What follows belongs to an exercise in optimizing a design on an open flow for small area, a short achievable clock period and few clock cycles per item; a production flow would make more cautious choices. In this exercise RTL edits were held to simulation tests only and were not proved equivalent to the original. Power and IR drop assume default switching activity.

## design.v

```verilog
module si_step #(parameter WR = 32, WM = 32, WX = 34) (
    input  wire [WR-1:0] r,
    input  wire [WM-1:0] c,
    input  wire          da,
    input  wire          db,
    input  wire [WM-1:0] m,
    output wire [WR-1:0] rn,
    output wire [1:0]    q
);
    wire [WX-1:0] a  = {{(WX-WR-1){1'b0}}, r, da};
    wire [WX-1:0] b  = {{(WX-WM){1'b0}}, c};
    wire [WX-1:0] n1 = ~{{(WX-WM){1'b0}}, m};
    wire [WX-1:0] n2 = ~{{(WX-WM-1){1'b0}}, m, 1'b0};
    wire [WX-1:0] s1 = a ^ b ^ n1;
    wire [WX-1:0] k1 = (a & b) | (a & n1) | (b & n1);
    wire [WX-1:0] s2 = a ^ b ^ n2;
    wire [WX-1:0] k2 = (a & b) | (a & n2) | (b & n2);
    wire [WX-1:0] x  = a + b + db;
    wire [WX-1:0] y1 = s1 + {k1[WX-2:0], 1'b1} + db;    
    wire [WX-1:0] y2 = s2 + {k2[WX-2:0], 1'b1} + db;    
    assign q  = !y2[WX-1] ? 2'd2 : !y1[WX-1] ? 2'd1 : 2'd0;
    assign rn = !y2[WX-1] ? y2[WR-1:0] : !y1[WX-1] ? y1[WR-1:0] : x[WR-1:0];
endmodule
module seq_index (
    input  wire        clk,
    input  wire        rst,
    input  wire        in_valid,
    output wire        in_ready,
    input  wire [31:0] in_block,
    input  wire [31:0] in_num,
    input  wire [31:0] in_den,
    input  wire [12:0] in_len,
    output wire        out_valid,
    input  wire        out_ready,
    output wire [11:0] out_index
);
    localparam K = 1;                  
    reg         rdy;                   
    reg         ov;                    
    reg  [11:0] oidx;
    reg         busy1;                 
    reg  [5:0]  pos;                   
    reg         started;               
    reg  [31:0] scan;                  
    reg  [14:0] c1, r1;
    reg  [31:0] c2, r2;                
    reg  [11:0] c3, M;
    reg  [31:0] den;
    reg  [12:0] len;
    reg         t2v, t2ph, t2sw, t2fin;
    reg  [K-1:0] t2b;
    reg  [2*K-1:0] t2d;
    reg         t3v, t3ph, t3sw, t3fin;
    reg  [K-1:0] t3b;
    reg  [2*K-1:0] t3d;
    wire stall = t3v & t3fin & ov;
    wire        ph1     = pos[5];
    wire [4:0]  ppos    = pos[4:0];
    wire        z16     = (scan[31:16] == 16'd0);
    wire        z8      = (scan[31:24] == 8'd0);
    wire        can16   = ~started & z16 & (ppos <= 5'd16);
    wire        can8    = ~started & z8  & (ppos <= 5'd24);
    wire        skip    = can16 | can8;
    wire [5:0]  inc     = can16 ? 6'd16 : can8 ? 6'd8 : K;
    wire [5:0]  pos_n   = pos + inc;
    wire        sw1     = (pos_n[5] != pos[5]);       
    wire        fin1    = sw1 & ph1;
    wire [14:0] s1r [0:K];
    wire [31:0] s2r [0:K];
    wire [11:0] s3r [0:K];
    wire [2*K-1:0] s1d, s2d;
    assign s1r[0] = r1;
    assign s2r[0] = r2;
    assign s3r[0] = M;
    genvar g;
    generate
        for (g = 0; g < K; g = g + 1) begin : st
            si_step #(.WR(15), .WM(15), .WX(18)) u1 (
                .r(s1r[g]), .c(scan[31-g] ? c1 : 15'd0), .da(1'b0), .db(1'b0),
                .m(15'd22050), .rn(s1r[g+1]), .q(s1d[2*(K-1-g) +: 2]));
            si_step #(.WR(32), .WM(32), .WX(34)) u2 (
                .r(s2r[g]), .c((t2b[K-1-g] & t2ph) ? c2 : 32'd0),
                .da(t2d[2*(K-1-g)+1]), .db(t2d[2*(K-1-g)+1] | t2d[2*(K-1-g)]), .m(den),
                .rn(s2r[g+1]), .q(s2d[2*(K-1-g) +: 2]));
            si_step #(.WR(12), .WM(13), .WX(15)) u3 (
                .r(s3r[g]), .c((t3b[K-1-g] & t3ph) ? {1'b0, c3} : 13'd0),
                .da(t3d[2*(K-1-g)+1]), .db(t3d[2*(K-1-g)+1] | t3d[2*(K-1-g)]), .m(len),
                .rn(s3r[g+1]), .q());
        end
    endgenerate
    wire fin3    = t3v & t3fin & ~ov;           
    wire busy1_n = rdy ? in_valid : (busy1 & ~fin1);
    wire t2v_n   = busy1;
    wire t3v_n   = stall ? t3v : t2v;
    wire t3fin_n = stall ? t3fin : t2fin;
    wire ov_n    = fin3 | (ov & ~out_ready);
    wire rdy_n   = ~busy1_n & ~t2v_n & (~t3v_n | (t3fin_n & ~ov_n));
    always @(posedge clk) begin
        if (rst) begin
            rdy   <= 1'b1;
            ov    <= 1'b0;
            busy1 <= 1'b0;
            t2v   <= 1'b0;
            t3v   <= 1'b0;
        end else begin
            rdy   <= rdy_n;
            ov    <= ov_n;
            busy1 <= busy1_n;
            t2v   <= t2v_n;
            t3v   <= t3v_n;
        end
    end
    always @(posedge clk) begin
        if (fin3) oidx <= s3r[K];
        if (!stall) begin
            M     <= (t3v & t3sw) ? 12'd0 : s3r[K];
            t3ph  <= t2v & t2ph;
            t3sw  <= t2sw;
            t3fin <= t2fin;
            t3b   <= t2v ? t2b : {K{1'b0}};
            t3d   <= t2v ? s2d : {2*K{1'b0}};
        end
        if (t3v & t3sw & ~t3fin) c3 <= s3r[K];
        r2 <= (t2v & t2sw) ? 32'd0 : s2r[K];
        if (t2v & t2sw & ~t2fin) c2 <= s2r[K];
        t2ph  <= busy1 & ph1;
        t2sw  <= busy1 & sw1;
        t2fin <= busy1 & fin1;
        t2b   <= busy1 ? scan[31:32-K] : {K{1'b0}};
        t2d   <= busy1 ? s1d : {2*K{1'b0}};
        pos   <= pos_n;
        scan  <= sw1   ? c2 :
                 can16 ? {scan[15:0], 16'd0} :
                 can8  ? {scan[23:0], 8'd0} :
                         {scan[31-K:0], {K{1'b0}}};
        r1    <= sw1 ? 15'd0 : s1r[K];
        if (~skip) started <= 1'b1;
        if (sw1) begin
            started <= 1'b0;
            c1      <= s1r[K];
        end
        if (rdy) begin
            pos     <= 6'd0;
            started <= 1'b0;
            scan    <= in_num;
            c2      <= in_block;
            c1      <= 15'd907;
            r1      <= 15'd0;
            r2      <= 32'd0;
            M       <= 12'd0;
            den     <= in_den;
            len     <= in_len;
        end
    end
    assign in_ready  = rdy;
    assign out_valid = ov;
    assign out_index = oidx;
endmodule
```

## config.mk

```make
export PLATFORM = sky130hd
export DESIGN_NAME = seq_index
export DESIGN_NICKNAME = seq_index
export VERILOG_FILES = /design/flow/design.v
export SDC_FILE = /design/flow/constraint.sdc
export NUM_CORES = 4
export LEC_CHECK = 0
export CAP_MARGIN = 20
export CORE_MARGIN = 2
export CORE_UTILIZATION = 65
export SLEW_MARGIN = 20
```

## run.sh

```bash
#!/bin/bash
# synth_recipe.tcl (not shown) runs the flow's synth.tcl, then flattens the netlist and writes it again
# the make line also repeats each setting of config.mk as NAME=value (left out here)
make -C /OpenROAD-flow-scripts/flow DESIGN_CONFIG=/design/flow/config.mk WORK_HOME=/design/flow/orfs CLKGATE_MAP_FILE= SYNTH_SCRIPT=/design/flow/synth_recipe.tcl finish
```

## constraint.sdc

```tcl
create_clock -name core_clock -period 16.0 [get_ports {clk}]
set_input_delay 3.2000 -clock core_clock [delete_from_list [all_inputs] [get_ports {clk}]]
set_output_delay 3.2000 -clock core_clock [all_outputs]
set_load 0.01 [all_outputs]
```

==> results of run 1 <==
worst max-delay path: stages (launching register included):
cell and delay [ns]:
sky130_fd_sc_hd__dfxtp_1 0.75, sky130_fd_sc_hd__and2_0 0.90, sky130_fd_sc_hd__nand2_1 0.26, sky130_fd_sc_hd__fa_1 0.54, sky130_fd_sc_hd__inv_1 0.04, sky130_fd_sc_hd__ha_1 0.34, sky130_fd_sc_hd__a21o_1 0.18, sky130_fd_sc_hd__a21oi_1 0.21
sky130_fd_sc_hd__nor2b_1 0.10, sky130_fd_sc_hd__o41ai_1 0.52, sky130_fd_sc_hd__a41oi_2 0.35, sky130_fd_sc_hd__nand4_1 0.20, sky130_fd_sc_hd__a311o_1 0.23, sky130_fd_sc_hd__nand3_2 0.70, sky130_fd_sc_hd__a2111oi_0 0.67, sky130_fd_sc_hd__nor3_1 0.09
cells in the mapped netlist, types with 44 or more instances:
master / number
sky130_fd_sc_hd__inv_1: 309
sky130_fd_sc_hd__nand2_1: 226
sky130_fd_sc_hd__ha_1: 199
sky130_fd_sc_hd__a21oi_1: 173
sky130_fd_sc_hd__nor2_1: 161
sky130_fd_sc_hd__dfxtp_1: 125
sky130_fd_sc_hd__o21ai_0: 114
sky130_fd_sc_hd__edfxtp_1: 106
sky130_fd_sc_hd__fa_1: 103
sky130_fd_sc_hd__xnor2_1: 85
sky130_fd_sc_hd__clkbuf_1: 69
sky130_fd_sc_hd__nor3_1: 51
sky130_fd_sc_hd__and3_1: 47
sky130_fd_sc_hd__a21o_1: 44
sky130_fd_sc_hd__mux2i_1: 44
sky130_fd_sc_hd__nand3_1: 44
sequential cells by signal, indices dropped and copies added, names as in the netlist, 2 cells and up:
name	cells
c1	15
r1	15
c3	12
den	32
scan	32
c2	32
t3d	2
oidx	12
pos	6
M	12
len	13
r2	32
t2d	2
routing by layer:
metal / up-vias / wire, µm / GRT usage [%]
li1: 8558 / - / -
met1: 8657 / 24400 / 45.88
met4: 2 / 2465 / 14.03
met2: 813 / 28040 / 60.61
met5: - / 13 / 0
met3: 168 / 4160 / 4.011
cells in the final DEF (no fill, tap or decap), types with 9 or more instances in the layout:
master                            synthesis  routed
sky130_fd_sc_hd__a211o_1                 11      11
sky130_fd_sc_hd__a211oi_1                30      30
sky130_fd_sc_hd__a21o_1                  44      44
sky130_fd_sc_hd__a21oi_1                173     172
sky130_fd_sc_hd__a221o_1                 10      10
sky130_fd_sc_hd__a221oi_1                17      17
sky130_fd_sc_hd__a22o_1                   9       9
sky130_fd_sc_hd__a31oi_1                 18      18
sky130_fd_sc_hd__and2_1                  26      26
sky130_fd_sc_hd__and3_1                  47      47
sky130_fd_sc_hd__buf_4                    4      15
sky130_fd_sc_hd__clkbuf_16                0      32
sky130_fd_sc_hd__clkdlybuf4s50_1          0     126
sky130_fd_sc_hd__dfxtp_1                125     124
sky130_fd_sc_hd__edfxtp_1               106     106
sky130_fd_sc_hd__fa_1                   103     103
sky130_fd_sc_hd__ha_1                   199     199
sky130_fd_sc_hd__inv_1                  309     309
sky130_fd_sc_hd__mux2i_1                 44      44
sky130_fd_sc_hd__nand2_1                226     226
sky130_fd_sc_hd__nand2b_1                18      18
sky130_fd_sc_hd__nand3_1                 44      44
sky130_fd_sc_hd__nand4_1                 17      17
sky130_fd_sc_hd__nor2_1                 161     161
sky130_fd_sc_hd__nor2b_1                 24      24
sky130_fd_sc_hd__nor3_1                  51      51
sky130_fd_sc_hd__o21a_1                  19      19
sky130_fd_sc_hd__o21ai_0                114     113
sky130_fd_sc_hd__o21ai_1                 31      31
sky130_fd_sc_hd__o21bai_1                16      16
sky130_fd_sc_hd__o31ai_1                 22      22
sky130_fd_sc_hd__or3_1                   17      17
sky130_fd_sc_hd__xnor2_1                 85      84
sky130_fd_sc_hd__xor2_1                  43      42
worst max-delay path by stage:
stage	endpoint
after global placement	c2[22]
after CTS	c2[22]
after floorplan	in_ready
after global routing	c2[19]
final	c2[22]
after detailed placement	c2[22]
cells by family (layout without fill, tap and decap cells):
kind of cell | count (synthesis) | count (layout) | share of synthesized area (%)
simple gates | 662 | 662 | 14.98
compound gates | 624 | 624 | 20.05
buf+inv | 397 | 504 | 7.366
fa+ha+maj | 302 | 302 | 22.02
flops | 231 | 231 | 27.50
xor+xnor | 128 | 128 | 5.423
mux | 53 | 53 | 2.657
area by class of cell:
class	count	area, µm²	area share, %
timing repair buffer	141	1374	5.927
multi-input combinational	1769	13510	58.26
clock buffer	45	899.6	3.881
sequential	231	5689	24.54
clock inverter	7	41.29	0.1781
inverter	311	1167	5.036
tap	402	503.0	2.170
power by group through the flow:
| stage | registers, mW | logic (mW) | clock network (mW) |
|---|---|---|---|
| 2_1_floorplan | 0.685 | 0.196 | 0 |
| 3_3_place_gp | 0.701 | 0.279 | 0 |
| 3_5_place_dp | 0.701 | 0.285 | 0 |
| 4_1_cts | 0.689 | 0.289 | 0.659 |
| 5_1_grt | 0.693 | 0.322 | 0.676 |
| 6_report | 0.690 | 0.293 | 0.651 |
through the flow:
| stage | hold WS, ns | total power, mW |
|---|---|---|
| global route | 0.4873 | 1.691 |
| detailed placement | 0.4458 | 0.9859 |
| global placement | 0.4398 | 0.9798 |
| CTS | 0.4547 | 1.636 |
| floorplan | 0.4284 | 0.8814 |
| finish | 0.4532 | 1.634 |
==> notes.md, run 1 <==
Clock tree:
- Clock tree synthesis selected as its root buffer the cell sky130_fd_sc_hd__clkbuf_16.
- At the later pin of the worst-skew pair, clock insertion delay measures 0.57 ns.
- The number of gates resized after cts is 0.
- The clock sink total is ~230.
- The clock tree from TritonCTS is built.
- In this run, CTS created clock tree buffers numbering 28.
- The maximum level of the CTS H-tree is 1.
- The clock-pin transition on the worst setup and hold timing paths is 0.06 ns.
- Counting along the longest clock path gives a buffer depth of 3.
- After clock tree synthesis, the flow added hold-fix buffers numbering 0.
- The number of post-CTS setup repair buffers is 0.

Pwr:
- The combinational power share is 18.0%.
- The power per cell area is 70.48 mW/mm².
- The internal power of the cells totals around 1.2 mW.
- For this design the static power due to leakage is 10.81 nW.
- The worst IR drop on VDD is about 0.10 mV.
- Per report_power, the sequential group accounts for roughly 42% of the total.
- Of the total power, the share spent switching nets is 28.92%.
- The share of total power in the clock network is 39.8%.
- In this run the power spent charging and discharging nets is 472.5 µW.

Detailed routing:
- The mean routed wirelength per cell is roughly 20 µm.
- The detailed-router iteration count before antenna repair is 7.
- For this block, the routed nets add up to 59070 µm of wire.
- The detail route stage leaves a number of antenna-violating nets equal to 0.
- Dividing the detail-routed via count by the number of cells gives about 6.3.
- The total number of vias is 18200.
- The number of design-rule violations left by the first detailed-router iteration is about 1500.
- For this run, design rule violations remaining after detail routing come to 0.

Setup path:
- The worst setup path is captured at a flop.
- The launch point of the critical path is t2ph.
- The highest fanout seen on the critical path is 23.
- The critical path in this run is classified as flop to flop.
- The setup slack of the most critical reg-to-reg path is 9.61 ns.
- The worst reg2reg path depth is 15.
- The startpoint of the worst-slack reg-to-reg timing path is t2ph.
- The endpoint of the worst register-to-register path is c2[22].
- The worst setup path is launched from a flop.
- The data arrival time of the critical path is roughly 6.7 ns.
- Data on the critical path is required at its endpoint by between 15 and 20 ns.

Final layout:
- The share of the core filled with cells is about three quarters.
- The antenna diode count is 0.
- Once layout is done, the placed cells without fillers occupy about 0.023 mm².
- The number of nets in the final layout is 2897.
- The post-layout instance count excluding filler cells is between 2000 and 3000.
- The layout overhead on the synthesized area is 12.13%.
- The filler cells instantiated in the layout total approximately 2400.
- Cells with a size suffix above 1 make up 3.914% of the layout.

Placement:
- In this run the tool buffered the top-level ports with 126 buffer cells.
- The final estimated routing congestion in global placement is approximately 1.
- After detailed placement, the total cell area comes to 0.02224 mm².
- The worst setup slack after placement is about 9.8 ns.
- After detailed placement, the design holds a cell count of 2854.
- The total half-perimeter wirelength after legalization and detailed placement is about 45000 µm.

Floorplan:
- The I/O pin count is about 130.
- In this run the standard cell core region covers between 0.03 and 0.04 mm².
- The die extent in x is between 150 and 200 µm.
- The die covers 0.03325 mm².
- The die is roughly 180 µm tall.
- The initial utilization of the core area, before any placement, comes to roughly two thirds.
- The row count is 65.

Synth:
- The number of distinct library cell variants in the gate-level netlist after synthesis is 89.
- In this run the biggest area consumer among cell types represents about 15% of the synthesized area.
- The cell count after synthesis is around 2400.
- By area the synthesized netlist is led by sky130_fd_sc_hd__edfxtp_1 15%, sky130_fd_sc_hd__dfxtp_1 12%, sky130_fd_sc_hd__ha_1 12%.
- The number of nets in the synthesized netlist is 2812.
- For this run, the number of Yosys warnings is 1.
- Sequential cells were found to cover between 20% and 30% of the synthesized design area.
- After synthesis, the mean cell area works out to between 8 and 9 µm².
- The synthesized design contains approximately 110 enable-type register cells.
- The top flip-flop cell by instance count after synthesis is sky130_fd_sc_hd__dfxtp_1.
- Synthesis inferred approximately 230 register bits.
- The biggest area contributor in the post-synthesis netlist is sky130_fd_sc_hd__edfxtp_1.
- Summing every instance area after synthesis gives ~0.021 mm².
- Counting flops with an async set or reset pin after synthesis yields a share of 0%.

Global routing:
- The number of antenna violations at the first check in global routing came to 1.
- The global-route wire length before repair is 93490 µm.
- Summed over all layers, the global routing overflow is 0.
- The number of global-route vias before repair is about 18000.
- Global routing used 35.34% of the available tracks.
- The maximum number of pins on one net before global-route repair is between 70 and 80.

Worst hold path:
- The path type of the worst min-delay path is flop to flop.
- The end point of the worst hold path is c1[11].
- The hold path startpoint is c1[11].
- Along the worst hold path, the cell count comes to 2.

STA:
- The number of pins exceeding their max-slew limit in the final report is 0.
- The measured slew at the worst slew-check pin is around 1.1 ns.
- In the post-route analysis, the smallest setup slack over all paths is 9.611 ns.
- Setup violations remaining at the end of the flow were counted as 0.
- Based on the critical path, the design can be clocked at up to roughly 160 MHz.
- In the finished design, the share of the clock period the worst path needs comes to about two fifths.
- Setup repair after global routing left no endpoint under its margin.
- For the finished layout, the period the worst path requires is roughly 6.4 ns.
- The count of final hold-check violations was 0.
- The tightest slew margin relative to the limit is approximately 25%.
- Between clock sinks in the finished design, the worst skew comes to 0.02510 ns.
- Setup total negative slack on the finished layout was measured at 0 ns.

Status:
- The run finished with no timing, DRC or antenna violations.

Flow run:
- The number of max-cap violations is 0.
Testbench counts, summed over its fixed seeds: cycles 156,475, items 3,200.
==> inputs of run 2 (changes only) <==
--- a/config.mk
+++ b/config.mk
@@ -8,4 +8,4 @@
 export CAP_MARGIN = 20
 export CORE_MARGIN = 2
-export CORE_UTILIZATION = 65
+export CORE_UTILIZATION = 40
 export SLEW_MARGIN = 20
==> run 2 against run 1 <==
  * Still clean on timing, DRC and antenna
  * Design area increased by 2.2%
  * Count of clock-buffer cells in the layout decreased by 5
  * Flip-flop and latch count unchanged
  * Wire length increased by 5.9%
  * Die area increased by 61%
  * Sequential share of layout area decreased by 0.53 points
  * Utilization decreased by 27 points
  * Global-route usage decreased by 12 points
  * Power increased by 5.6%
  * Clock skew increased by 0.0064 ns
  * Clock power increased by 13%
  * Largest power group is now the clock network
==> notes.md, run 2 <==
Clock tree:
- The latest clock arrival within the worst-skew pair is 0.60 ns (+0.03 ns).
- The maximum level of the CTS H-tree was 1 (unchanged).
- The clock-pin transition on the worst setup and hold timing paths was 0.06 ns (about the same).
- The TritonCTS buffer count was 30 (+7.1%).
- TritonCTS built the clock tree.
- The clock sink total is 231 (unchanged).
- The number of post-CTS setup repair buffers is 0 (unchanged).
- The number of buffers on the longest clock path was 3 (unchanged).
- The number of gates resized after cts is 0 (unchanged).
- The master cell of the clock root buffer is sky130_fd_sc_hd__clkbuf_16.
- The hold-fix buffer count after cts came to 0 (unchanged).

Setup path:
- The highest fanout seen on the critical path was 23 (unchanged).
- The required time of the critical path is 16.33 ns (+0.03 ns).
- The critical path endpoint category is a flop.
- The worst setup path is of the flop to flop kind.
- The data arrival time of the critical path is 6.19 ns (-0.50 ns).
- The startpoint type of the worst setup path is a flop.

Final layout:
- The library cells used most frequently in the layout, excluding fill and tap cells, are 309 x sky130_fd_sc_hd__inv_1, 226 x sky130_fd_sc_hd__nand2_1, 199 x sky130_fd_sc_hd__ha_1.
- The most frequent standard cell in the layout excluding fill and tap cells is sky130_fd_sc_hd__inv_1.
- The total non-filler cell area in the finished layout is 0.02369 mm² (+2.2%).
- The antenna diode count came to 0 (unchanged).
- The number of nets in the final layout is 2902 (+0.17%).
- The share of post-route cells with drive strength above 1 is 4.421% (+0.51 points).
- From synthesis to final layout, the design area changed by 14.61%.

Floorplan:
- The total core area is 0.05120 mm² (+63%).
- The die height came to 231.3 µm (+27%).
- The full die area is 0.05352 mm² (+61%).
- The I/O pin count is 127 (unchanged).
- The starting density of the core was 40.38% (-25 points).
- The row count is 83 (+28%).
- The die extent in x is 231.3 µm (+27%).

STA:
- The maximum achievable frequency is 170.5 MHz (+9.0%).
- The post-route worst hold slack is 0.4601 ns (+0.006877 ns).
- The total negative slack was 0 ns (unchanged).
- Setup repair after global routing left no endpoint under its margin.
- The clock skew after layout is 0.03147 ns (+0.006371 ns).
- The least setup slack across all paths after layout is 10.14 ns (+0.5251 ns).
- The measured slew at the worst slew-check pin is 1.089 ns (-0.03586 ns).
- The final cycle utilization of the critical path was 36.65% (-3.3 points).
- The count of final hold-check violations is 0 (unchanged).
- The setup violation total in the final timing report came to 0 (unchanged).
- The final critical delay including setup and external delays is 5.864 ns (-0.5251 ns).
- The tightest slew margin relative to the limit is 27.12% (+2.1 points).
- The number of pins exceeding their max-slew limit in the final report is 0 (unchanged).

Global routing:
- The number of antenna violations at the first check in global routing is 1 (unchanged).
- The number of global-route vias before repair came to 17870 (-0.79%).
- The global-route wire length before repair is 98230 µm (+5.1%).
- The maximum number of pins on one net before global-route repair is 84 (+18%).
- The total congestion overflow is 0 (unchanged).
- The global-route usage over all layers is 23.25% (-12 points).

Detailed routing:
- The post-detailed-route DRC marker count is 0 (unchanged).
- The detailed-router iteration count before antenna repair is 6 (-1).
- The number of design-rule violations left by the first detailed-router iteration is 1365 (-12%).
- The count of antenna-violating nets left after detailed routing is 0 (unchanged).
- The total length of routed wires is 62570 µm (+5.9%).
- The total number of vias came to 17700 (-2.8%).
- The mean routed wirelength per cell is 19.61 µm (-3.5%).
- The vias per cell is 5.545 (-11%).

Synth:
- The xor-xnor portion of the synthesized cell area is 5.423% (unchanged).
- The post-synth design cell area came to 0.02067 mm² (unchanged).
- The number of nets in the synthesized netlist is 2812 (unchanged).
- The portion of synthesized cell area occupied by the leading cell type came to 15.40% (unchanged).
- The number of synthesis warnings is 1 (unchanged).
- The number of distinct library cell variants in the gate-level netlist after synthesis is 89 (unchanged).
- The adder and majority cell fraction of the synthesized area is 22.02% (unchanged).
- The commonest cells after synthesis are 309 x sky130_fd_sc_hd__inv_1, 226 x sky130_fd_sc_hd__nand2_1, 199 x sky130_fd_sc_hd__ha_1.
- The flop and latch count out of synthesis is 231 (unchanged).
- The largest area contributor in the netlist is sky130_fd_sc_hd__edfxtp_1.
- The simple-gate share of the synthesized area came to 14.98% (unchanged).
- The cell count after synthesis was 2397 (unchanged).
- The proportion of synthesized chip area in sequential cells is 27.50% (unchanged).
- The async set-reset flop share out of synthesis is 0% (unchanged).
- The multiplexer fraction of the synthesized cell area is 2.657% (unchanged).
- The top flip-flop cell by instance count after synthesis is sky130_fd_sc_hd__dfxtp_1.
- The count of flip-flops with a built-in enable after synthesis is 106 (unchanged).
- After synthesis, the largest family of logic cells by area is adder cells.
- The dominant cell by count in the synthesized netlist is sky130_fd_sc_hd__inv_1.
- The complex-gate fraction of the synthesized area is 20.05% (unchanged).
- After synthesis, the cell types taking the most area are sky130_fd_sc_hd__edfxtp_1 15%, sky130_fd_sc_hd__dfxtp_1 12%, sky130_fd_sc_hd__ha_1 12%.
- The mean area per synthesized cell came to 8.624 µm² (unchanged).

Placement:
- The standard cell area after detailed placement is 0.02261 mm² (+1.7%).
- The port buffer count is 126 (unchanged).
- The worst setup slack after placement is 10.22 ns (+0.3793 ns).
- The total half-perimeter wirelength after legalization and detailed placement is 48680 µm (+7.8%).
- The final estimated routing congestion in global placement is 0.9422 (-5.0%).

Status:
- The run finished with no timing, DRC or antenna violations.

Pwr:
- The power per cell area is 72.80 mW/mm² (+3.3%).
- The fraction of power spent switching nets is 28.75% (-0.17 points).
- The switching power of the nets is 495.8 µW (+4.9%).
- The share of total power in the clock network was 42.8% (+3.0 points).
- The leakage power summed over all cells is 10.88 nW (+0.65%).
- The combinational power share is 17.1% (-0.9 points).
- The total power is 1.725 mW (+5.6%).
- The internal power consumption was 1.229 mW (+5.8%).
- The worst IR drop on VDD is 0.08089 mV (-23%).
- The proportion of power drawn by flip-flops and latches is 40.0% (-2.2 points).

Flow run:
- The number of max-cap violations was 0 (unchanged).

Worst hold path:
- The path type of the worst min-delay path is flop to flop.
-- run 2: cell types whose count changed in the layout (fill, tap and decap cells not counted), sizes merged --
cell	before	now
bufinv	0	4
inv	311	310
clkbuf	45	40
clkinv	6	7
buf	15	18
clkinvlp	1	6
-- run 2: cell families (layout without fill, tap and decap cells) --
kind of cell / Yosys count / after routing
AO/OA/AOI/OAI: 624 / 624
XOR/XNOR: 128 / 128
adder cells (fa/ha/maj): 302 / 302
buffers and inverters: 397 / 511
flip-flops: 231 / 231
multiplexers: 53 / 53
AND/OR/NAND/NOR: 662 / 662
-- run 2: critical path, cell delays in order (launching register included) --
cell and delay [ns]:
sky130_fd_sc_hd__dfxtp_1 0.89, sky130_fd_sc_hd__and3_1 0.36, sky130_fd_sc_hd__fa_1 0.44, sky130_fd_sc_hd__ha_1 0.36, sky130_fd_sc_hd__a2111oi_1 0.89, sky130_fd_sc_hd__a21boi_2 0.15
sky130_fd_sc_hd__o21ai_2 0.35, sky130_fd_sc_hd__a41oi_2 0.24, sky130_fd_sc_hd__nand4_1 0.19, sky130_fd_sc_hd__a311o_1 0.22, sky130_fd_sc_hd__nand3_2 0.73, sky130_fd_sc_hd__a2111oi_0 0.66
sky130_fd_sc_hd__nor3_1 0.10
-- run 2: final timing paths --
check / from / end / slack (ns) / depth (start not counted)
worst max-delay path: t2ph / c2[22] / 10.14 / 12
worst min-delay path: c1[13] / c1[13] / 0.46 / 2
worst max register to register: t2ph / c2[22] / 10.14 / 12
worst min register to register: c1[13] / c1[13] / 0.46 / 2
-- run 2: stage by stage --
step	utilization [%]	std cells
2_1_floorplan	-	2397
3_3_place_gp	44.16	3135
3_5_place_dp	44.17	3135
4_1_cts	46.28	3191
5_1_grt	46.28	3191
6_report	46.28	3191
-- run 2: area by class of cell --
cell class,count,area [µm²]
Inverter,311,1167
Timing Repair Buffer,144,1396
Fill cell,4984,27510
Multi-Input combinational cell,1769,13510
Sequential cell,231,5689
Clock inverter,16,193.9
Tap cell,680,850.8
Clock buffer,40,885.9
-- run 2: routing by layer --
| layer | global-route usage (%) | wire length, µm | vias to the layer above |
|---|---|---|---|
| met5 | 0 | 13 | - |
| met4 | 9.012 | 2588 | 2 |
| met3 | 2.436 | 3150 | 126 |
| met2 | 39.23 | 29200 | 541 |
| met1 | 30.56 | 27620 | 8456 |
| li1 | - | - | 8570 |
-- run 2: power groups by stage --
stage	clock network, mW	logic [mW]	registers [mW]
6_report	0.738	0.296	0.691
5_1_grt	0.778	0.328	0.694
4_1_cts	0.753	0.295	0.691
3_5_place_dp	0	0.292	0.703
3_3_place_gp	0	0.288	0.703
2_1_floorplan	0	0.196	0.685
==> inputs of run 3 (changes only) <==
--- a/config.mk
+++ b/config.mk
@@ -6,6 +6,6 @@
 export NUM_CORES = 4
 export LEC_CHECK = 0
-export CAP_MARGIN = 20
+export CAP_MARGIN = 80
 export CORE_MARGIN = 2
 export CORE_UTILIZATION = 40
-export SLEW_MARGIN = 20
+export SLEW_MARGIN = 80
==> run 3 against run 2 <==
  * Hold slack got worse by 0.0023 ns
  * Clock skew decreased by 0.011 ns
  * Still clean
  * Critical path type unchanged
  * Critical endpoint is now M[6]
  * Cell count increased by 1.9%
==> notes.md, run 3 <==
Status:
- The flow ran to the end and the layout has no timing, DRC or antenna violations.

Floorplan:
- The total core area came to 0.05120 mm² (unchanged).
- The die extent in x came to 231.3 µm (unchanged).
- The die height is 231.3 µm (unchanged).
- The starting density of the core is 40.38% (unchanged).
- The full die area is 0.05352 mm² (unchanged).
- The row count is 83 (unchanged).
- The I/O pin count is 127 (unchanged).

Synth:
- The mean area per synthesized cell came to 8.624 µm² (unchanged).
- Ranked by total cell area, the synthesized netlist is headed by sky130_fd_sc_hd__edfxtp_1 15%, sky130_fd_sc_hd__dfxtp_1 12%, sky130_fd_sc_hd__ha_1 12%.
- The flop and latch count out of synthesis is 231 (unchanged).
- The cell count after synthesis is 2397 (unchanged).
- sky130_fd_sc_hd__inv_1 is the most common cell in the netlist.
- The async set-reset flop share out of synthesis is 0% (unchanged).
- The top flip-flop cell by instance count after synthesis is sky130_fd_sc_hd__dfxtp_1.
- The portion of synthesized cell area occupied by the leading cell type is 15.40% (unchanged).
- The number of synthesis warnings was 1 (unchanged).
- Counting instances in the post-synthesis netlist gives the leading cell types as 309 x sky130_fd_sc_hd__inv_1, 226 x sky130_fd_sc_hd__nand2_1, 199 x sky130_fd_sc_hd__ha_1.
- The proportion of synthesized chip area in sequential cells was 27.50% (unchanged).
- The number of distinct library cell variants in the gate-level netlist after synthesis is 89 (unchanged).
- The number of nets in the synthesized netlist is 2812 (unchanged).
- The largest area contributor in the netlist is sky130_fd_sc_hd__edfxtp_1.
- The post-synth design cell area came to 0.02067 mm² (unchanged).
- The count of flip-flops with a built-in enable after synthesis is 106 (unchanged).

Clock tree:
- The number of post-CTS setup repair buffers is 0 (unchanged).
- The latest clock arrival within the worst-skew pair is 0.59 ns (about the same).
- The maximum level of the CTS H-tree was 1 (unchanged).
- The hold-fix buffer count after cts is 0 (unchanged).
- The number of gates resized after cts is 0 (unchanged).
- The master cell of the clock root buffer is sky130_fd_sc_hd__clkbuf_16.
- TritonCTS built the clock tree.
- The clock sink total is 231 (unchanged).
- The number of buffers on the longest clock path is 3 (unchanged).
- The clock-pin transition on the worst setup and hold timing paths is 0.06 ns (about the same).
- The TritonCTS buffer count is 30 (unchanged).

Pwr:
- The leakage power summed over all cells is 11.41 nW (+4.9%).
- The worst IR drop on VDD is 0.07935 mV (-1.9%).
- The power per cell area is 68.80 mW/mm² (-5.5%).

Setup path:
- The data arrival time of the critical path is 6.87 ns (+0.68 ns).
- The highest fanout seen on the critical path is 10 (-57%).
- The standard cell with the maximum stage delay on the critical path is sky130_fd_sc_hd__clkdlybuf4s50_1.
- STA classifies the critical path startpoint as a flop.
- The largest stage delay on the critical path is 0.54 ns (-0.35 ns).
- By instance count, the cell type seen most on the critical path is sky130_fd_sc_hd__clkdlybuf4s50_1.
- The worst setup path is captured at a flop.
- The count of buffer and inverter cells on the critical path is 8 (+8).
- The category of cells accounting for the largest share of critical-path delay is buffers and inverters.
- The category of the critical setup timing path is flop to flop.
- The signal on the critical path passes through and3_1 -> fa_1 -> inv_1 -> ha_1 -> inv_1 -> fa_1 -> a21o_1 -> a21oi_1 -> o21bai_1 -> a2111oi_2 -> clkdlybuf4s50_1 -> clkdlybuf4s50_1 -> clkdlybuf4s50_1 -> clkdlybuf4s50_1 -> o31ai_2 -> o41a_2 -> buf_4 -> buf_6 -> nor3_1 -> a211oi_2 -> a21oi_2 -> a22o_1.
- The required time of the critical path is 16.54 ns (+0.21 ns).

Final layout:
- The number of fillers in the final layout is 4803 (-3.6%).
- The share of post-route cells with drive strength above 1 was 12.67% (+8.2 points).
- The post-layout instance count excluding filler cells is 3253 (+1.9%).
- The number of nets in the final layout came to 2964 (+2.1%).
- From synthesis to final layout, the design area changed by 23.44%.
- Leaving out fill and tap cells, the most frequent cells in the layout are 308 x sky130_fd_sc_hd__inv_1, 222 x sky130_fd_sc_hd__nand2_1, 183 x sky130_fd_sc_hd__ha_1.
- The most frequent standard cell in the layout excluding fill and tap cells is sky130_fd_sc_hd__inv_1.
- The total non-filler cell area in the finished layout is 0.02552 mm² (+7.7%).
- The antenna diode count is 0 (unchanged).

Flow run:
- The number of max-cap violations is 0 (unchanged).

STA:
- The setup violation total in the final timing report is 0 (unchanged).
- The final cycle utilization of the critical path was 39.59% (+2.9 points).
- Setup repair after global routing left no endpoint under its margin.
- The maximum achievable frequency is 157.9 MHz (-7.4%).
- The clock skew after layout is 0.02094 ns (-0.01053 ns).
- The post-route worst hold slack came to 0.4578 ns (-0.002296 ns).
- The count of final hold-check violations is 0 (unchanged).
- The tightest slew margin relative to the limit came to 78.82% (+52 points).
- The total negative slack is 0 ns (unchanged).
- The final critical delay including setup and external delays is 6.334 ns (+0.4707 ns).
- The measured slew at the worst slew-check pin is 0.3136 ns (-0.7756 ns).
- The number of pins exceeding their max-slew limit in the final report is 0 (unchanged).

Worst hold path:
- The path class of the tightest hold or removal check is flop to flop.

Detailed routing:
- The post-detailed-route DRC marker count is 0 (unchanged).
- The count of antenna-violating nets left after detailed routing is 0 (unchanged).
- The total number of vias came to 18060 (+2.1%).
- The total length of routed wires came to 63680 µm (+1.8%).
- The vias per cell is 5.551 (+0.11%).
- The detailed-router iteration count before antenna repair is 5 (-1).
- The number of design-rule violations left by the first detailed-router iteration came to 1247 (-8.6%).
- The mean routed wirelength per cell is 19.58 µm (-0.17%).

Global routing:
- The global-route usage over all layers is 23.79% (+0.54 points).
- The maximum number of pins on one net before global-route repair is 37 (-56%).
- The total congestion overflow is 0 (unchanged).
- The number of antenna violations at the first check in global routing is 1 (unchanged).
- The number of global-route vias before repair is 18520 (+3.6%).
- The global-route wire length before repair was 100800 µm (+2.6%).

Placement:
- The placed cell count is 3193 (+1.9%).
- The total half-perimeter wirelength after legalization and detailed placement is 50870 µm (+4.5%).
- The port buffer count is 126 (unchanged).
- The standard cell area after detailed placement is 0.02407 mm² (+6.4%).
- The final estimated routing congestion in global placement is 0.9422 (unchanged).
## run 3: layout make-up
type	instances	area, µm²	area share [%]
multi-input cells	1769	14690	57.55
flip-flops and latches	231	5702	22.34
repair buffers	206	2034	7.973
inverters	311	1175	4.604
well taps	680	850.8	3.334
clock buffers	37	838.3	3.285
clock inverters	19	232.7	0.9120
## run 3: power breakdown
group          internal (mW)  switching [mW]
clock network          0.439           0.294
registers              0.654          0.0350
logic                  0.142           0.191
total                   1.24           0.520
## run 3: cells by family after synthesis
kind of cell	share of synthesized area, %
XOR/XNOR	5.423
buffers and inverters	7.366
multiplexers	2.657
flip-flops	27.50
adder cells (fa/ha/maj)	22.02
AND/OR/NAND/NOR	14.98
AO/OA/AOI/OAI	20.05
## run 3: per-layer routing
layer  global-route usage (%)  routed length, µm  vias up
li1                         -                  -     8687
met1                    30.81              27710     8704
met2                    39.89              29920      525
met3                    2.977               3162      141
met4                    10.16               2879        2
met5                        0                 13        -
## run 3: per-stage QoR
stage	setup slack, ns	util (%)	power [mW]
2_1_floorplan	11.47	-	0.8814
6_report	9.666	49.84	1.756
4_1_cts	9.656	49.10	1.760
3_5_place_dp	9.684	47.01	1.022
3_3_place_gp	10.44	44.16	0.9914
5_1_grt	9.312	49.84	1.831
## run 3: worst paths after layout
path	start	end	slack, ns	cells past startpoint
max	t3b	M[6]	9.67	22
min	c1[11]	c1[11]	0.46	2
max reg2reg	t3b	M[6]	9.67	22
min reg2reg	c1[11]	c1[11]	0.46	2
## run 3: worst min-delay path: stages, from the launching register on
cell and delay, ns:
sky130_fd_sc_hd__dfxtp_1 0.31, sky130_fd_sc_hd__nand2_1 0.05, sky130_fd_sc_hd__a21oi_1 0.05
==> inputs of run 4 (changes only) <==
--- a/config.mk
+++ b/config.mk
@@ -6,6 +6,6 @@
 export NUM_CORES = 4
 export LEC_CHECK = 0
-export CAP_MARGIN = 80
+export CAP_MARGIN = 60
 export CORE_MARGIN = 2
-export CORE_UTILIZATION = 40
-export SLEW_MARGIN = 80
+export CORE_UTILIZATION = 50
+export SLEW_MARGIN = 60
==> run 4 against run 3 <==
  * Combinational power shrank 9.6%
  * Clock skew shrank 0.0058 ns
  * Maximum frequency grew 14%
  * Power shrank 2.1%
  * Critical endpoint is now c2[10]
  * Highest routed layer is now met4
==> notes.md, run 4 <==
Setup path:
- The startpoint type of the worst setup path is a flop.
- The highest fanout seen on the critical path is 20 (+10).
- The worst setup path is of the flop to flop kind.
- The critical path endpoint category is a flop.
- The data arrival time of the critical path is 5.88 ns (-0.99 ns).
- The required time of the critical path came to 16.33 ns (-0.21 ns).

Synth:
- The count of flip-flops with a built-in enable after synthesis came to 106 (unchanged).
- The complex-gate fraction of the synthesized area is 20.05% (unchanged).
- The mean area per synthesized cell is 8.624 µm² (unchanged).
- The number of synthesis warnings was 1 (unchanged).
- The cell count after synthesis was 2397 (unchanged).
- The flop and latch count out of synthesis is 231 (unchanged).
- The simple-gate share of the synthesized area was 14.98% (unchanged).
- The proportion of synthesized chip area in sequential cells is 27.50% (unchanged).
- The number of nets in the synthesized netlist is 2812 (unchanged).
- The async set-reset flop share out of synthesis is 0% (unchanged).
- The post-synth design cell area is 0.02067 mm² (unchanged).
- The number of distinct library cell variants in the gate-level netlist after synthesis came to 89 (unchanged).
- The dominant cell by count in the synthesized netlist is sky130_fd_sc_hd__inv_1.
- The combinational family with the most area after synthesis is adder cells.
- The largest area contributor in the netlist is sky130_fd_sc_hd__edfxtp_1.
- The xor-xnor portion of the synthesized cell area came to 5.423% (unchanged).
- Sorting the synthesized cells by how often they occur yields 309 x sky130_fd_sc_hd__inv_1, 226 x sky130_fd_sc_hd__nand2_1, 199 x sky130_fd_sc_hd__ha_1.
- The portion of synthesized cell area occupied by the leading cell type is 15.40% (unchanged).
- Sorting the synthesized cells by area gives the leading types as sky130_fd_sc_hd__edfxtp_1 15%, sky130_fd_sc_hd__dfxtp_1 12%, sky130_fd_sc_hd__ha_1 12%.
- The adder and majority cell fraction of the synthesized area is 22.02% (unchanged).
- The multiplexer fraction of the synthesized cell area is 2.657% (unchanged).
- The top flip-flop cell by instance count after synthesis is sky130_fd_sc_hd__dfxtp_1.

Clock tree:
- The maximum level of the CTS H-tree is 1 (unchanged).
- The number of gates resized after cts was 0 (unchanged).
- The clock sink total was 231 (unchanged).
- The number of buffers on the longest clock path came to 3 (unchanged).
- The clock-pin transition on the worst setup and hold timing paths is 0.06 ns (about the same).
- TritonCTS built the clock tree.
- The hold-fix buffer count after cts is 0 (unchanged).
- The latest clock arrival within the worst-skew pair is 0.59 ns (about the same).
- The number of post-CTS setup repair buffers is 0 (unchanged).
- The tree is rooted in a sky130_fd_sc_hd__clkbuf_16.
- The TritonCTS buffer count is 30 (unchanged).

Global routing:
- The number of global-route vias before repair is 17690 (-4.5%).
- The global-route usage over all layers is 28.43% (+4.6 points).
- The maximum number of pins on one net before global-route repair is 81 (+120%).
- The global-route wire length before repair is 97670 µm (-3.1%).
- The number of antenna violations at the first check in global routing is 0 (-1).
- The total congestion overflow is 0 (unchanged).

Placement:
- The standard cell area after detailed placement came to 0.02256 mm² (-6.3%).
- The worst setup slack after placement is 10.16 ns (+0.4714 ns).
- The port buffer count came to 126 (unchanged).
- The placed cell count was 2990 (-6.4%).
- The final estimated routing congestion in global placement is 0.9642 (+2.3%).
- The total half-perimeter wirelength after legalization and detailed placement was 48460 µm (-4.7%).

Flow run:
- The number of max-cap violations came to 0 (unchanged).

Detailed routing:
- The count of antenna-violating nets left after detailed routing was 0 (unchanged).
- The mean routed wirelength per cell came to 20.48 µm (+4.6%).
- The vias per cell is 5.827 (+5.0%).
- The total length of routed wires is 62410 µm (-2.0%).
- The detailed-router iteration count before antenna repair is 7 (+2).
- The total number of vias is 17750 (-1.7%).
- The post-detailed-route DRC marker count is 0 (unchanged).
- The number of design-rule violations left by the first detailed-router iteration is 1217 (-2.4%).

Final layout:
- Compared with the post-synthesis result, the final layout area differs by 14.47%.
- The post-layout instance count excluding filler cells was 3047 (-6.3%).
- The number of nets in the final layout is 2906 (-2.0%).
- The share of post-route cells with drive strength above 1 is 5.368% (-7.3 points).
- The antenna diode count is 0 (unchanged).
- The share of the core filled with cells is 57.95% (+8.1 points).
- The top cell types in the final layout, fill and taps aside, are 308 x sky130_fd_sc_hd__inv_1, 225 x sky130_fd_sc_hd__nand2_1, 199 x sky130_fd_sc_hd__ha_1.
- The most frequent standard cell in the layout excluding fill and tap cells is sky130_fd_sc_hd__inv_1.
- The total non-filler cell area in the finished layout came to 0.02366 mm² (-7.3%).

Pwr:
- The worst IR drop on VDD is 0.07468 mV (-5.9%).
- The leakage power summed over all cells came to 10.95 nW (-4.1%).
- The power per cell area was 72.61 mW/mm² (+5.5%).
- The total power is 1.718 mW (-2.1%).

Floorplan:
- The starting density of the core is 50.63% (+10 points).
- The total core area is 0.04083 mm² (-20%).
- The die extent in x is 207.3 µm (-10%).
- The full die area is 0.04299 mm² (-20%).
- The die height is 207.3 µm (-10%).
- The row count is 74 (-11%).
- The I/O pin count was 127 (unchanged).

STA:
- Setup repair after global routing left no endpoint under its margin.
- The tightest slew margin relative to the limit is 60.09% (-19 points).
- The maximum achievable frequency is 180.3 MHz (+14%).
- The total negative slack is 0 ns (unchanged).
- The count of final hold-check violations was 0 (unchanged).
- The number of pins exceeding their max-slew limit in the final report is 0 (unchanged).
- The clock skew after layout was 0.01519 ns (-0.005759 ns).
- The final critical delay including setup and external delays is 5.546 ns (-0.7886 ns).
- The measured slew at the worst slew-check pin was 0.5946 ns (+0.2810 ns).
- The post-route worst hold slack is 0.4577 ns (-0.00009800 ns).
- The final cycle utilization of the critical path is 34.66% (-4.9 points).
- The least setup slack across all paths after layout is 10.45 ns (+0.7886 ns).
- The setup violation total in the final timing report is 0 (unchanged).

Status:
- The flow ran to the end and the layout has no timing, DRC or antenna violations.

Worst hold path:
- The path type of the worst min-delay path is flop to flop.
## run 4: cell counts after synthesis
Identical to the previous run, type by type.
## run 4: cell families (layout without fill, tap and decap cells)
group,count (synthesis),after routing
simple gates,662,662
compound gates,624,624
buf+inv,397,515
fa+ha+maj,302,302
flops,231,231
xor+xnor,128,128
mux,53,53
## run 4: routing by layer
layer  GRT usage, %  up-vias  wire length, µm
met5              0        -                0
met3          3.011      115             3200
met2          47.63      527            29230
li1               -     8573                -
met1          38.55     8539            28000
met4          9.236        0             1986
## run 4: area by class of cell
cell class | count | area [µm²]
Tap cell | 532 | 665.6
Clock inverter | 11 | 103.9
Timing Repair Buffer | 148 | 1444
Inverter | 311 | 1167
Clock buffer | 45 | 974.7
Sequential cell | 231 | 5692
Fill cell | 3754 | 17170
Multi-Input combinational cell | 1769 | 13620
## run 4: worst paths after layout
kind | startpoint | endpoint | slack (ns) | depth (start not counted)
setup / recovery | t2b | c2[10] | 10.45 | 16
hold / removal | c1[11] | c1[11] | 0.46 | 2
hold reg to reg | c1[11] | c1[11] | 0.46 | 2
setup reg to reg | t2b | c2[10] | 10.45 | 16
## run 4: where the power goes
group | internal (mW) | total [mW] | switching (mW) | leakage, nW
logic | 0.124 | 0.301 | 0.177 | 8.31
registers | 0.654 | 0.688 | 0.0334 | 2.10
clock network | 0.438 | 0.729 | 0.291 | 0.536
total | 1.22 | 1.72 | 0.501 | 10.9
## run 4: worst max-delay path, stage by stage (launching register included)
cell	delay, ns
sky130_fd_sc_hd__dfxtp_2	0.55
sky130_fd_sc_hd__and2_2	0.46
sky130_fd_sc_hd__nand2_1	0.20
sky130_fd_sc_hd__fa_1	0.53
sky130_fd_sc_hd__inv_1	0.05
sky130_fd_sc_hd__ha_1	0.35
sky130_fd_sc_hd__nand3_2	0.14
sky130_fd_sc_hd__a2111oi_4	0.43
sky130_fd_sc_hd__a21boi_2	0.29
sky130_fd_sc_hd__o21ai_2	0.14
sky130_fd_sc_hd__a41oi_2	0.38
sky130_fd_sc_hd__nand4_1	0.19
sky130_fd_sc_hd__nand4_1	0.19
sky130_fd_sc_hd__and3_2	0.41
sky130_fd_sc_hd__buf_4	0.36
sky130_fd_sc_hd__mux2_4	0.34
sky130_fd_sc_hd__mux2_4	0.25
==> inputs of run 5 (changes only) <==
==> flow/run.sh (new file) <==
#!/bin/bash
set -euo pipefail
bash standard.sh SETUP_SLACK_MARGIN=11 finish > standard_finish.log 2>&1
==> standard.sh (new file) <==
#!/bin/bash
# synth_recipe.tcl (not shown) runs the flow's synth.tcl, then flattens the netlist and writes it again
# the make line also repeats each setting of config.mk as NAME=value (left out here)
make -C /OpenROAD-flow-scripts/flow DESIGN_CONFIG=/design/flow/config.mk WORK_HOME=/design/flow/orfs CLKGATE_MAP_FILE= SYNTH_SCRIPT=/design/flow/synth_recipe.tcl "${@:-finish}"
--- a/config.mk
+++ b/config.mk
@@ -6,6 +6,6 @@
 export NUM_CORES = 4
 export LEC_CHECK = 0
-export CAP_MARGIN = 60
+export CAP_MARGIN = 20
 export CORE_MARGIN = 2
-export CORE_UTILIZATION = 50
-export SLEW_MARGIN = 60
+export CORE_UTILIZATION = 40
+export SLEW_MARGIN = 20
removed: run.sh
==> run 5 against run 4 <==
  * Clock skew grew 0.014 ns
  * Combinational power is essentially flat
  * First-iteration DRC count grew 13%
  * Still clean on timing, DRC and antenna
  * Flip-flop and latch count is the same
  * Via count grew 0.18%
  * Largest cell class unchanged
==> notes.md, run 5 <==
Status:
- The flow ran to the end and the layout has no timing, DRC or antenna violations.

Detailed routing:
- The mean routed wirelength per cell was 19.78 µm (-3.4%).
- The vias per cell was 5.548 (-4.8%).
- The total length of routed wires is 63420 µm (+1.6%).
- The number of design-rule violations left by the first detailed-router iteration is 1375 (+13%).
- The post-detailed-route DRC marker count is 0 (unchanged).
- The total number of vias is 17790 (+0.18%).
- The detailed-router iteration count before antenna repair is 5 (-2).
- The count of antenna-violating nets left after detailed routing is 0 (unchanged).

Setup path:
- The startpoint of the worst-slack reg-to-reg timing path is t2ph.
- STA classifies the critical path endpoint as an output pin.
- The startpoint type of the worst setup path is a flop.
- The setup slack of the most critical reg-to-reg path is 11.11 ns (+0.66 ns).
- The required time of the critical path is 12.80 ns (-3.53 ns).
- The worst reg2reg path depth is 16 (unchanged).
- The count of buffer and inverter cells on the critical path is 1 (-1).
- The kind of cell with the highest combined delay along the critical path is buffers and inverters.
- The endpoint of the worst register-to-register path is c2[30].
- The largest stage delay on the critical path was 0.60 ns (+0.05 ns).
- The data arrival time of the critical path is 1.70 ns (-4.18 ns).
- The largest individual stage delay along the critical path comes from the cell sky130_fd_sc_hd__clkdlybuf4s50_1.
- The worst setup path is of the flop to output pin kind.
- The highest fanout seen on the critical path is 15 (-25%).
- The critical path goes through clkdlybuf4s50_1.

Synth:
- The proportion of synthesized chip area in sequential cells is 27.50% (unchanged).
- The flop and latch count out of synthesis came to 231 (unchanged).
- The number of distinct library cell variants in the gate-level netlist after synthesis was 89 (unchanged).
- After synthesis, the cell types taking the most area are sky130_fd_sc_hd__edfxtp_1 15%, sky130_fd_sc_hd__dfxtp_1 12%, sky130_fd_sc_hd__ha_1 12%.
- The largest area contributor in the netlist is sky130_fd_sc_hd__edfxtp_1.
- The cell count after synthesis was 2397 (unchanged).
- The dominant cell by count in the synthesized netlist is sky130_fd_sc_hd__inv_1.
- The top flip-flop cell by instance count after synthesis is sky130_fd_sc_hd__dfxtp_1.
- The number of nets in the synthesized netlist is 2812 (unchanged).
- The mean area per synthesized cell is 8.624 µm² (unchanged).
- The portion of synthesized cell area occupied by the leading cell type is 15.40% (unchanged).
- The async set-reset flop share out of synthesis was 0% (unchanged).
- The count of flip-flops with a built-in enable after synthesis is 106 (unchanged).
- The number of synthesis warnings is 1 (unchanged).
- After synthesis, the most frequently instantiated cells are 309 x sky130_fd_sc_hd__inv_1, 226 x sky130_fd_sc_hd__nand2_1, 199 x sky130_fd_sc_hd__ha_1.
- The post-synth design cell area was 0.02067 mm² (unchanged).

Pwr:
- The leakage power summed over all cells is 10.99 nW (+0.40%).
- The total power is 1.728 mW (+0.59%).
- The power per cell area is 72.25 mW/mm² (-0.49%).
- The worst IR drop on VDD is 0.08008 mV (+7.2%).

Final layout:
- In the layout the commonest cells are 308 x sky130_fd_sc_hd__inv_1, 225 x sky130_fd_sc_hd__nand2_1, 197 x sky130_fd_sc_hd__ha_1.
- The share of post-route cells with drive strength above 1 is 5.507% (+0.14 points).
- The number of nets in the final layout is 2915 (+0.31%).
- The number of fillers in the final layout is 4963 (+32%).
- The layout overhead on the synthesized area is 15.71%.
- Leaving out fill and tap cells, the most frequent cell in the layout is sky130_fd_sc_hd__inv_1.

Global routing:
- The global-route wire length before repair was 99150 µm (+1.5%).
- The maximum number of pins on one net before global-route repair came to 84 (+3.7%).
- The number of global-route vias before repair is 17920 (+1.3%).
- The total congestion overflow is 0 (unchanged).
- The global-route usage over all layers came to 23.51% (-4.9 points).
- The number of antenna violations at the first check in global routing was 0 (unchanged).

Clock tree:
- The root buffer cell chosen for the clock tree is sky130_fd_sc_hd__clkbuf_16.
- The latest clock arrival within the worst-skew pair is 0.59 ns (about the same).
- The clock sink total is 231 (unchanged).
- The number of buffers on the longest clock path is 3 (unchanged).
- The hold-fix buffer count after cts is 0 (unchanged).
- The TritonCTS buffer count is 30 (unchanged).
- The maximum level of the CTS H-tree came to 1 (unchanged).
- TritonCTS built the clock tree.
- The clock-pin transition on the worst setup and hold timing paths is 0.06 ns (about the same).

STA:
- The measured slew at the worst slew-check pin is 1.080 ns (+0.4853 ns).
- Setup repair after global routing left no endpoint under its margin.
- The final cycle utilization of the critical path is 30.62% (-4.0 points).
- The count of final hold-check violations was 0 (unchanged).
- The tightest slew margin relative to the limit was 27.74% (-32 points).
- The number of pins exceeding their max-slew limit in the final report came to 0 (unchanged).
- The total negative slack was 0 ns (unchanged).
- The final critical delay including setup and external delays is 4.899 ns (-0.6466 ns).
- The clock skew after layout was 0.02958 ns (+0.01440 ns).
- The setup violation total in the final timing report was 0 (unchanged).
- The maximum achievable frequency is 204.1 MHz (+13%).

Floorplan:
- The full die area is 0.05352 mm² (+24%).
- The I/O pin count is 127 (unchanged).
- The die extent in x was 231.3 µm (+12%).
- The starting density of the core is 40.38% (-10 points).
- The total core area is 0.05120 mm² (+25%).
- The row count is 83 (+12%).
- The die height is 231.3 µm (+12%).

Flow run:
- The number of max-cap violations is 0 (unchanged).

Worst hold path:
- The path type of the worst min-delay path is flop to flop.
- For hold timing, the worst endpoint is c1[11].
- The cell count of the worst hold path is 2 (unchanged).
- The worst hold path begins at c1[11].

Placement:
- The port buffer count came to 126 (unchanged).
- The total half-perimeter wirelength after legalization and detailed placement is 48680 µm (+0.44%).
- The final estimated routing congestion in global placement is 0.9422 (-2.3%).
[run 5: cells by family (layout without fill, tap and decap cells)]
kind of cell,count (synthesis),count (layout),share of synthesized area (%)
simple gates,662,662,14.98
mux,53,53,2.657
flops,231,231,27.50
compound gates,624,624,20.05
other cells,0,2,0
buf+inv,397,524,7.366
xor+xnor,128,128,5.423
fa+ha+maj,302,302,22.02
[run 5: how the worst max path moves through the flow]
stage / start / to / slack (ns) / depth (start not counted)
floorplan: rdy / in_ready / 11.47 / 0
global placement: t2b / c2[22] / 10.44 / 14
detailed placement: t2b / c2[22] / 10.22 / 12
CTS: t2ph / c2[9] / 11.04 / 16
global route: t2ph / c2[9] / 11.00 / 17
finish: rdy / in_ready / 11.10 / 1
[run 5: final cells by class]
class	count	area [µm²]	share of cell area, %
diodes	2	5.005	0.02092
flip-flops and latches	231	5697	23.82
clock inverters	16	193.9	0.8108
repair inverters	1	5.005	0.02092
clock buffers	40	885.9	3.703
well taps	680	850.8	3.557
multi-input cells	1769	13580	56.76
repair buffers	156	1534	6.413
inverters	311	1171	4.896
[run 5: per-stage QoR]
step | setup WS [ns] | util [%] | hold WS (ns) | cells | cell area, µm²
final | 11.10 | 46.72 | 0.4625 | 3206 | 23920
after global routing | 11.00 | 46.71 | 0.4928 | 3204 | 23920
after CTS | 11.04 | 46.43 | 0.4595 | 3194 | 23770
after detailed placement | 10.22 | 44.17 | 0.4522 | 3135 | 22610
after global placement | 10.44 | 44.16 | 0.4471 | 3135 | 22610
after floorplan | 11.47 | - | 0.4284 | 2397 | 20670
[run 5: worst reg2reg max path: cells and delay by family (launching register included)]
family                   cells  cell delay (ns)
AO/OA/AOI/OAI                7             2.59
adder cells (fa/ha/maj)      2             0.70
AND/OR/NAND/NOR              3             0.55
flip-flops                   1             0.38
buffers and inverters        3             0.30
XOR/XNOR                     1             0.11
[run 5: layer usage]
layer,vias up,track usage (%),wire [µm]
li1,8603,-,-
met1,8573,31.12,28360
met2,485,39.27,29430
met3,125,2.153,2815
met4,0,9.899,2815
met5,-,0,0
[run 5: what timing repair did]
item | CTS | global route
endpoints found under the hold margin | 0 | 0
cloned | 0 | 1
setup endpoints to repair | 67 | 51
pin swaps | 2 | 6
setup buffers | 3 | 9
gates resized for setup | 12 | 16
[run 5: report_power, final]
group          internal [mW]  switching (mW)  total (mW)  leakage (nW)
sequential             0.654          0.0348       0.689          2.10
combinational          0.124           0.177       0.301          8.37
clock                  0.452           0.287       0.739         0.515
total                   1.23           0.498        1.73          11.0
==> inputs of run 6 (changes only) <==
==> flow/run.sh (replaced) <==
#!/bin/bash
set -euo pipefail
bash standard.sh SETUP_SLACK_MARGIN=12.7 finish > standard_finish.log 2>&1
==> run 6 against run 5 <==
  * Still clean
  * Synthesized cell count did not move
  * Hold slack better by 0.0089 ns
  * Die area unchanged
  * Clock skew fell by 0.016 ns
  * Utilization is 9.3 points higher
  * Critical path depth up 16
  * Flip-flop and latch count did not move
  * Sequential share of layout area is 3.9 points lower
  * Setup slack better by 0.50 ns
  * Design area is 20% higher
  * Sequential power hardly changed
  * Power rose by 3.5%
  * Largest cell class unchanged
==> notes.md, run 6 <==
Final layout:
- The post-layout instance count excluding filler cells is 3379 (+5.4%).
- The layout overhead on the synthesized area is 38.64%.
- The share of the core filled with cells is 55.98% (+9.3 points).
- The share of post-route cells with drive strength above 1 is 25.45% (+20 points).
- The number of fillers in the final layout is 4327 (-13%).
- The antenna diode count is 0 (-2).
- In the layout the commonest cells are 298 x sky130_fd_sc_hd__inv_1, 174 x sky130_fd_sc_hd__nand2_1, 147 x sky130_fd_sc_hd__ha_1.
- The number of nets in the final layout is 3090 (+6.0%).
- The most frequent standard cell in the layout excluding fill and tap cells is sky130_fd_sc_hd__inv_1.

STA:
- The maximum achievable frequency is 227.2 MHz (+11%).
- The final critical delay including setup and external delays is 4.402 ns (-0.4972 ns).
- The count of final hold-check violations is 0 (unchanged).
- The total negative slack is 0 ns (unchanged).
- The measured slew at the worst slew-check pin is 0.9896 ns (-0.09042 ns).
- The setup violation total in the final timing report is 0 (unchanged).
- The post-route worst hold slack came to 0.4715 ns (+0.008926 ns).
- Setup repair after global routing could not meet its margin everywhere.
- The number of pins exceeding their max-slew limit in the final report is 0 (unchanged).
- The clock skew after layout is 0.01407 ns (-0.01551 ns).
- The tightest slew margin relative to the limit is 34.03% (+6.3 points).
- The final cycle utilization of the critical path is 27.51% (-3.1 points).

Clock tree:
- The clock sink total is 231 (unchanged).
- Clock tree synthesis selected as its root buffer the cell sky130_fd_sc_hd__clkbuf_16.
- The number of buffers on the longest clock path was 3 (unchanged).
- The maximum level of the CTS H-tree is 1 (unchanged).
- The clock tree from TritonCTS is built.
- The TritonCTS buffer count is 30 (unchanged).
- The latest clock arrival within the worst-skew pair is 0.59 ns (about the same).
- The clock-pin transition on the worst setup and hold timing paths is 0.06 ns (about the same).
- The hold-fix buffer count after cts was 0 (unchanged).

Detailed routing:
- The number of design-rule violations left by the first detailed-router iteration was 1486 (+8.1%).
- The detailed-router iteration count before antenna repair is 8 (+3).
- The count of antenna-violating nets left after detailed routing came to 0 (unchanged).
- The total number of vias is 19160 (+7.7%).
- The mean routed wirelength per cell is 21.21 µm (+7.2%).
- The total length of routed wires is 71670 µm (+13%).
- The vias per cell is 5.670 (+2.2%).
- The post-detailed-route DRC marker count is 0 (unchanged).

Setup path:
- The slowest stage of the critical path is the sky130_fd_sc_hd__fa_1 cell.
- The launch point of the critical path is t2b.
- The largest stage delay on the critical path came to 0.51 ns (-0.09 ns).
- The required time of the critical path is 16.33 ns (+3.53 ns).
- The worst setup path is captured at a flop.
- By startpoint and endpoint, the worst setup path is classified as flop to flop.
- The highest fanout seen on the critical path is 10 (-5).
- Broken down by cell family, the worst path's largest delay share belongs to compound AO/OA/AOI/OAI gates.
- The startpoint of the worst-slack reg-to-reg timing path is t2b.
- The data arrival time of the critical path is 4.73 ns (+3.03 ns).
- STA classifies the critical path startpoint as a flop.
- The count of buffer and inverter cells on the critical path is 4 (+3).
- Walking the worst path, the cells encountered are and2_4 -> buf_12 -> nand2_2 -> fa_1 -> inv_1 -> ha_4 -> inv_2 -> o21bai_1 -> a21oi_2 -> a21bo_2 -> a41oi_4 -> nand4_1 -> a311o_1 -> and3_4 -> buf_12 -> mux2_4 -> mux2_4.

Synth:
- The most used flip-flop cell after synthesis is sky130_fd_sc_hd__dfxtp_1.
- The count of flip-flops with a built-in enable after synthesis is 106 (unchanged).
- The xor-xnor portion of the synthesized cell area is 5.423% (unchanged).
- The portion of synthesized cell area occupied by the leading cell type is 15.40% (unchanged).
- By area the synthesized netlist is led by sky130_fd_sc_hd__edfxtp_1 15%, sky130_fd_sc_hd__dfxtp_1 12%, sky130_fd_sc_hd__ha_1 12%.
- The number of nets in the synthesized netlist is 2812 (unchanged).
- The multiplexer fraction of the synthesized cell area is 2.657% (unchanged).
- The async set-reset flop share out of synthesis is 0% (unchanged).
- The biggest area contributor in the post-synthesis netlist is sky130_fd_sc_hd__edfxtp_1.
- The post-synth design cell area was 0.02067 mm² (unchanged).
- The proportion of synthesized chip area in sequential cells is 27.50% (unchanged).
- By count the netlist is led by 309 x sky130_fd_sc_hd__inv_1, 226 x sky130_fd_sc_hd__nand2_1, 199 x sky130_fd_sc_hd__ha_1.
- The simple-gate share of the synthesized area was 14.98% (unchanged).
- In the post-synthesis netlist, the cell with the most instances is sky130_fd_sc_hd__inv_1.
- By area, the combinational part of the netlist is dominated by adder cells.
- The mean area per synthesized cell is 8.624 µm² (unchanged).
- The number of distinct library cell variants in the gate-level netlist after synthesis is 89 (unchanged).
- The flop and latch count out of synthesis is 231 (unchanged).
- The complex-gate fraction of the synthesized area came to 20.05% (unchanged).
- The adder and majority cell fraction of the synthesized area came to 22.02% (unchanged).
- The cell count after synthesis was 2397 (unchanged).
- The number of synthesis warnings is 1 (unchanged).

Floorplan:
- The starting density of the core is 40.38% (unchanged).
- The die height is 231.3 µm (unchanged).
- The row count is 83 (unchanged).
- The I/O pin count is 127 (unchanged).
- The full die area came to 0.05352 mm² (unchanged).
- The die extent in x was 231.3 µm (unchanged).
- The total core area is 0.05120 mm² (unchanged).

Global routing:
- The global-route usage over all layers is 25.99% (+2.5 points).
- The number of global-route vias before repair is 19250 (+7.4%).
- The number of antenna violations at the first check in global routing is 0 (unchanged).
- The global-route wire length before repair is 108500 µm (+9.4%).
- The total congestion overflow is 0 (unchanged).
- The maximum number of pins on one net before global-route repair is 70 (-17%).

Placement:
- The final estimated routing congestion in global placement is 0.9598 (+1.9%).
- The port buffer count is 126 (unchanged).
- The placed cell count came to 3131 (-0.13%).
- The total half-perimeter wirelength after legalization and detailed placement is 48210 µm (-0.97%).

Flow run:
- The number of max-cap violations is 0 (unchanged).

Pwr:
- The leakage power summed over all cells is 12.54 nW (+14%).
- The worst IR drop on VDD is 0.07450 mV (-7.0%).
- The power per cell area is 62.44 mW/mm² (-14%).

Worst hold path:
- In this run the most critical hold path is launched from c1[11].
- The path type of the worst min-delay path is flop to flop.

Status:
- The flow ran to the end and the layout has no timing, DRC or antenna violations.
-- run 6: cell counts after synthesis --
Identical to the previous run, type by type.
-- run 6: final timing paths --
check,to,slack [ns],cells past startpoint
max reg2reg,c2[10],11.60,17
min reg2reg,c1[11],0.47,2
max,c2[10],11.60,17
min,c1[11],0.47,2
-- run 6: power breakdown --
part           internal (mW)  switching, mW
Clock                  0.434          0.280
Sequential             0.654         0.0372
Combinational          0.163          0.221
-- run 6: tightest hold or removal path, delay by kind of cell, from the launching register on --
family	cells	cell delay, ns
simple gates	1	0.05
flops	1	0.31
compound gates	1	0.06
-- run 6: area by class of cell --
class | instances | area (µm²) | share of cell area (%)
multi-input cells | 1770 | 16260 | 56.74
clock buffers | 46 | 938.4 | 3.274
inverters | 311 | 1186 | 4.139
clock inverters | 10 | 111.4 | 0.3885
well taps | 680 | 850.8 | 2.969
repair buffers | 330 | 3600 | 12.56
flip-flops and latches | 231 | 5705 | 19.91
repair inverters | 1 | 5.005 | 0.01746
-- run 6: metrics by stage --
stage | cell area, µm² | setup WS, ns | power (mW)
final | 28660 | 11.60 | 1.789
after CTS | 27360 | 11.65 | 1.775
after global routing | 28660 | 11.53 | 1.860
after floorplan | 21380 | 12.01 | 0.8986
after detailed placement | 23130 | 10.23 | 1.012
after global placement | 23130 | 10.51 | 1.008
-- run 6: logic make-up (layout without fill, tap and decap cells) --
logic type / Yosys count / count (layout)
and+or+nand+nor: 662 / 663
AOI/OAI and AO/OA: 624 / 624
buffers and inverters: 397 / 698
adders and majority gates: 302 / 302
DFF: 231 / 231
xor gates and xnor gates: 128 / 128
muxes: 53 / 53
-- run 6: per-layer routing --
layer	vias to the layer above	track usage [%]	part of all wire, %
li1	8975	-	-
met1	9253	32.76	41
met2	735	44.15	47
met3	197	3.199	6.2
met4	0	12.36	5.6
met5	-	0	0
-- run 6: timing repair --
item | 4_1_cts | 5_1_grt
gates cloned | 17 | 4
setup endpoints to repair | 187 | 180
setup buffers | 127 | 44
pin swaps | 95 | 78
gates resized for setup | 467 | 170

[port drivers added, routing unchanged]
Ports are ideal in the flow. The routed layouts listed here were re-timed in OpenROAD.
Step 1: set_driving_cell puts a clkbuf_16 on clk and a buf_2 on each other input, an assumption about the parent block.
Step 2 times the ports against the registers' clock, not the clock port: input delays grow and output delays shrink by t, the midpoint of the rising clock arrivals with the driver on.
Slacks: no drivers / after step 1 / after step 2; pairs: no drivers / after step 1.
run	t, ns	setup WS [ns]	hold slack, ns	latest minus earliest clock arrival (ns)
run 1	0.611	9.611 / 9.611 / 9.611	0.453 / 0.453 / 0.453	0.025 / 0.026
run 2	0.639	10.136 / 10.136 / 10.136	0.460 / 0.460 / 0.460	0.033 / 0.033
run 3	0.638	9.666 / 9.666 / 9.666	0.458 / 0.458 / 0.458	0.023 / 0.022
run 4	0.641	10.454 / 10.454 / 10.454	0.458 / 0.458 / 0.458	0.015 / 0.015
run 5	0.639	11.101 / 11.042 / 11.114	0.463 / 0.463 / 0.463	0.032 / 0.032
run 6	0.637	11.598 / 11.598 / 11.598	0.471 / 0.471 / 0.471	0.014 / 0.014
After both steps every run listed still meets setup and hold.
